Background: an optimization exercise with open tools, aiming at small area. Do not read the settings as production practice. Only simulation tests tie the RTL to the original design; equivalence was not proved. Power figures rest on the tool's default switching activity, not on a simulated workload.

## v2
==> flow/design.v <==
module miltest_endpoint #(
    parameter integer HB_TIMEOUT_TICKS = 1000
) (
    input  wire         clk,
    input  wire         rst,
    input  wire         tick,
    input  wire         rx_valid,
    output wire         rx_ready,
    input  wire [7:0]   rx_data,
    input  wire         rx_last,
    input  wire         rx_empty,
    output wire         tx_valid,
    input  wire         tx_ready,
    output reg  [7:0]   tx_data,
    output reg          tx_last,
    output reg          st_valid,
    output reg  [2:0]   st_code,
    output wire         safe,
    output wire         kill_latch,
    output wire [255:0] thrust_q
);
    function [9:0] lfsr_step(input [9:0] l);
        lfsr_step = {l[8:0], ~(l[9] ^ l[6])};
    endfunction
    function [9:0] lfsr_adv(input integer n);
        integer k;
        reg [9:0] l;
        begin
            l = 10'd0;
            for (k = 0; k < n; k = k + 1)
                l = lfsr_step(l);
            lfsr_adv = l;
        end
    endfunction
    localparam [9:0] WD_EXPIRED = lfsr_adv(HB_TIMEOUT_TICKS);
    reg  [9:0] wd;
    reg        kill_q;
    wire       expired = (wd == WD_EXPIRED);
    wire       is_safe = !kill_q && !expired;
    assign safe       = is_safe;
    assign kill_latch = kill_q;
    localparam [2:0] S_RX = 3'd0, S_P = 3'd1,
                     S_TA = 3'd4,    
                     S_TN = 3'd5,    
                     S_TK = 3'd6;    
    reg  [2:0] state;
    reg  [3:0] cnt;         
    wire in_ta = (state == S_TA), in_tn = (state == S_TN), in_tk = (state == S_TK);
    wire p0 = (cnt == 4'd0), p1 = (cnt == 4'd1), p2 = (cnt == 4'd2);
    wire p3 = (cnt == 4'd3), p4 = (cnt == 4'd4);
    assign rx_ready = (state == S_RX);
    assign tx_valid = state[2];
    always @(*) begin
        tx_last    = ((in_ta | in_tn) & p3) | p4;
        tx_data[7] = (in_ta | in_tn) & p3;
        tx_data[6] = p0 | p1 | tx_last;
        tx_data[5] = tx_last;
        tx_data[4] = tx_last;
        tx_data[3] = p4;
        tx_data[2] = p0 | p1 | (in_tn & p3);
        tx_data[1] = p0 | (in_tk & p2) | (in_ta & p3) | p4;
        tx_data[0] = p0 | ((in_tn | in_tk) & p2) | (in_ta & p3) | p4;
    end
    reg  [7:0]  acc;         
    reg         match;       
    reg         bad_start;
    reg  [2:0]  id;
    reg         id_unknown;
    reg  [2:0]  ch;
    reg         ch_bad;
    reg  [31:0] val_n;       
    wire [31:0] val = ~val_n;
    wire take  = rx_ready && rx_valid;
    wire first = (cnt == 4'd0);
    wire empty = rx_ready && !rx_valid && rx_empty && first;
    wire [7:0] acc_base = {acc[0], acc[7:1]} & {8{!first}};
    wire [7:0] acc_p    = acc_base ^ rx_data;
    wire [7:0] acc_g    = acc_base & rx_data;
    wire [8:0] acc_c;
    assign acc_c[0] = 1'b0;
    genvar ai;
    generate
        for (ai = 0; ai < 8; ai = ai + 1) begin : g_acc_add
            assign acc_c[ai+1] = acc_g[ai] | (acc_p[ai] & acc_c[ai]);
        end
    endgenerate
    wire [7:0] acc_next = acc_p ^ acc_c[7:0];
    always @(posedge clk) begin
        if (take) begin
            acc   <= acc_next;
            match <= (rx_data == acc);
            if (first)
                bad_start <= (rx_data != 8'h47);
            else if (cnt == 4'd1 && rx_data != 8'h44)
                bad_start <= 1'b1;
            if (cnt == 4'd2) begin
                id         <= rx_data[2:0];
                id_unknown <= (rx_data[7:3] != 5'd0);
            end
            if (!rx_last) begin
                val_n  <= {val_n[23:0], ~rx_data};
                ch     <= val[26:24];
                ch_bad <= (val[31:27] != 5'd0);
            end
        end
    end
    wire len_ok = (id == 3'd3) ? (cnt == 4'd5) :
                  (id == 3'd7) ? (cnt == 4'd9) : (cnt == 4'd4);
    reg [2:0] code;
    always @(*) begin
        if (cnt[3:2] == 2'b00)   code = 3'd1;
        else if (bad_start)      code = 3'd2;
        else if (id_unknown)     code = 3'd3;
        else if (!len_ok)        code = 3'd4;
        else if (!match)         code = 3'd5;
        else                     code = 3'd0;
    end
    wire frame_ok = (code == 3'd0);
    wire in_range = (!val[31] && !val[30] &&
                     !(val[29:23] == 7'h7F && val[22:0] != 23'd0)) ||
                    (val == 32'h8000_0000);
    wire proc      = (state == S_P);
    wire do_hb     = proc && frame_ok && (id == 3'd4);
    wire gated_ok  = proc && frame_ok && is_safe;
    wire do_kill   = gated_ok && (id == 3'd5);
    wire do_thrust = gated_ok && (id == 3'd7) && !ch_bad && in_range;
    always @(posedge clk) begin
        st_code <= code;
        if (rst) begin
            state    <= S_RX;
            cnt      <= 4'd0;
            st_valid <= 1'b0;
        end else begin
            st_valid <= proc;
            case (state)
                S_RX: begin
                    if (take) begin
                        if (cnt != 4'd15)
                            cnt <= cnt + 4'd1;
                        if (rx_last)
                            state <= S_P;
                    end else if (empty) begin
                        state <= S_P;
                    end
                end
                S_P: begin
                    cnt <= 4'd0;
                    if (!frame_ok)
                        state <= S_RX;
                    else if (id == 3'd4 || do_kill || do_thrust)
                        state <= S_TA;
                    else if (id == 3'd2 && is_safe)
                        state <= S_TK;
                    else
                        state <= S_TN;
                end
                default: begin
                    if (tx_ready) begin
                        if (tx_last) begin
                            state <= S_RX;
                            cnt   <= 4'd0;
                        end else begin
                            cnt   <= cnt + 4'd1;
                        end
                    end
                end
            endcase
        end
    end
    always @(posedge clk) begin
        if (rst)
            wd <= 10'd0;
        else if (do_hb)
            wd <= {9'd0, tick};
        else if (tick && !expired)
            wd <= lfsr_step(wd);
    end
    always @(posedge clk) begin
        if (rst)
            kill_q <= 1'b0;
        else if (do_kill)
            kill_q <= 1'b1;
    end
    wire [30:0] wdata = ~({val_n[31], val_n[29:0]} | {31{rst}});
    genvar gi;
    generate
        for (gi = 0; gi < 8; gi = gi + 1) begin : g_thrust
            reg [30:0] t;
            always @(posedge clk)
                if (rst || (do_thrust && ch == gi))
                    t <= wdata;
            assign thrust_q[32*gi +: 32] = {t[30], 1'b0, t[29:0]};
        end
    endgenerate
endmodule
Settings: LEC_CHECK=0, CAP_MARGIN=0, CORE_MARGIN=2, CORE_UTILIZATION=70, SLEW_MARGIN=0; clock period 10.0 ns.
standard.sh (not shown) runs the stock make flow with config.mk's settings and CLKGATE_MAP_FILE= SYNTH_SCRIPT=/design/flow/synth_recipe.tcl, a recipe that flattens the netlist after the stock synthesis.
==> flow/flow/run.sh <==
#!/bin/bash
set -euo pipefail
cd "$(dirname "$0")/.."
export BUFFER_PORTS_ARGS="-buffer_cell sky130_fd_sc_hd__buf_1"
export CTS_ARGS="-sink_clustering_enable -repair_clock_nets -dont_use_dummy_load -buf_list sky130_fd_sc_hd__clkbuf_4 -sink_clustering_size 10 -sink_clustering_max_diameter 40"
bash standard.sh > flow_make.log 2>&1
[inputs] v10 vs v2
diff --git a/flow/design.v b/flow/design.v
--- a/flow/design.v
+++ b/flow/design.v
@@ -42,27 +42,32 @@
     localparam [2:0] S_RX = 3'd0, S_P = 3'd1,
                      S_TA = 3'd4,    
                      S_TN = 3'd5,    
                      S_TK = 3'd6;    
     reg  [2:0] state;
     reg  [3:0] cnt;         
-    wire in_ta = (state == S_TA), in_tn = (state == S_TN), in_tk = (state == S_TK);
-    wire p0 = (cnt == 4'd0), p1 = (cnt == 4'd1), p2 = (cnt == 4'd2);
-    wire p3 = (cnt == 4'd3), p4 = (cnt == 4'd4);
     assign rx_ready = (state == S_RX);
     assign tx_valid = state[2];
+    wire k_ks   = state[1];
+    wire k_ack  = !state[1] && !state[0];
+    wire k_nack = !state[1] && state[0];
+    wire p01 = !cnt[2] && !cnt[1];                  
+    wire p0  = p01 && !cnt[0];
+    wire p2  = cnt[1] && !cnt[0];
+    wire p3  = cnt[1] && cnt[0];
+    wire p4  = cnt[2];
     always @(*) begin
-        tx_last    = ((in_ta | in_tn) & p3) | p4;
-        tx_data[7] = (in_ta | in_tn) & p3;
-        tx_data[6] = p0 | p1 | tx_last;
+        tx_last    = (!k_ks && p3) || p4;
+        tx_data[7] = !k_ks && p3;
+        tx_data[6] = p01 || tx_last;
         tx_data[5] = tx_last;
         tx_data[4] = tx_last;
         tx_data[3] = p4;
-        tx_data[2] = p0 | p1 | (in_tn & p3);
-        tx_data[1] = p0 | (in_tk & p2) | (in_ta & p3) | p4;
-        tx_data[0] = p0 | ((in_tn | in_tk) & p2) | (in_ta & p3) | p4;
+        tx_data[2] = p01 || (k_nack && p3);
+        tx_data[1] = p0 || (k_ks && p2) || (k_ack && p3) || p4;
+        tx_data[0] = p0 || (!k_ack && p2) || (k_ack && p3) || p4;
     end
     reg  [7:0]  acc;         
     reg         match;       
     reg         bad_start;
     reg  [2:0]  id;
     reg         id_unknown;
@@ -101,14 +106,15 @@
                 val_n  <= {val_n[23:0], ~rx_data};
                 ch     <= val[26:24];
                 ch_bad <= (val[31:27] != 5'd0);
             end
         end
     end
-    wire len_ok = (id == 3'd3) ? (cnt == 4'd5) :
-                  (id == 3'd7) ? (cnt == 4'd9) : (cnt == 4'd4);
+    wire len_ok = (id == 3'd3) ? (cnt[2:1] == 2'b10 && cnt[0]) :
+                  (id == 3'd7) ? (cnt[3] && cnt[0]) :
+                                 (cnt[2:1] == 2'b10 && !cnt[0]);
     reg [2:0] code;
     always @(*) begin
         if (cnt[3:2] == 2'b00)   code = 3'd1;
         else if (bad_start)      code = 3'd2;
         else if (id_unknown)     code = 3'd3;
         else if (!len_ok)        code = 3'd4;
@@ -121,25 +127,26 @@
                     (val == 32'h8000_0000);
     wire proc      = (state == S_P);
     wire do_hb     = proc && frame_ok && (id == 3'd4);
     wire gated_ok  = proc && frame_ok && is_safe;
     wire do_kill   = gated_ok && (id == 3'd5);
     wire do_thrust = gated_ok && (id == 3'd7) && !ch_bad && in_range;
+    wire [3:0] cnt_inc = cnt + 4'd1;
     always @(posedge clk) begin
         st_code <= code;
         if (rst) begin
             state    <= S_RX;
             cnt      <= 4'd0;
             st_valid <= 1'b0;
         end else begin
             st_valid <= proc;
             case (state)
                 S_RX: begin
                     if (take) begin
-                        if (cnt != 4'd15)
-                            cnt <= cnt + 4'd1;
+                        if (!(cnt[3] && cnt[1]))
+                            cnt <= cnt_inc;
                         if (rx_last)
                             state <= S_P;
                     end else if (empty) begin
                         state <= S_P;
                     end
                 end
@@ -157,13 +164,13 @@
                 default: begin
                     if (tx_ready) begin
                         if (tx_last) begin
                             state <= S_RX;
                             cnt   <= 4'd0;
                         end else begin
-                            cnt   <= cnt + 4'd1;
+                            cnt   <= cnt_inc;
                         end
                     end
                 end
             endcase
         end
     end
--- outcome ---
- Lower cell count was reported by v10, not v2.
- Combinational group share of total power for v10: 0.7 points down relative to v2
- On register fraction of the total cell area, the lower figure sits with v2, not v10.
- Looking at worst hold slack after final layout, v10 sits 0.053 ns above v2.
- In v10, fraction of area in multi-input gates is lower than in v2.
- Summary of v10 over v2: worst setup slack went up by 0.10 ns; number of optimization iterations in the first detailed-route pass picked up an extra 1.
- In the flow results for v2 and v10, the non-clock buffer count is larger on v2.
- v10 vs v2 — net count reported at finish dropped slightly

==> port drivers added, routing unchanged <==
In the flow no input, the clock included, has a driving cell. The finished layouts below were timed again as built, in two steps.
Step 1 (the two cells are an assumption about what drives the block):
set clk [get_ports {clk}]
set_driving_cell -lib_cell sky130_fd_sc_hd__clkbuf_16 $clk
set_driving_cell -lib_cell sky130_fd_sc_hd__buf_2 [delete_from_list [all_inputs] $clk]
Step 2 adds t to the input delays and takes it off the output delays; t is the mean of the earliest and latest rising clock arrival at the registers after step 1. Input paths then give back, and output paths get back, about the clock's delay inside the block.
Three values: ideal, step 1, step 2; two values: the first two.
run	shift t [ns]	slack for setup (ns)	hold slack, ns	worst slew at a driven data input, ns	cell pins on the clock port's net
v2	0.648	5.241 / 5.259 / 4.611	0.436 / 0.436 / 0.436	0.03	1
v10	0.633	5.346 / 5.357 / 4.724	0.489 / 0.489 / 0.489	0.04	1
After both steps every run listed still meets setup and hold. For v2, which loses most, drivers alone change the setup slack by +0.018 ns; drivers and shift together by -0.630 ns.
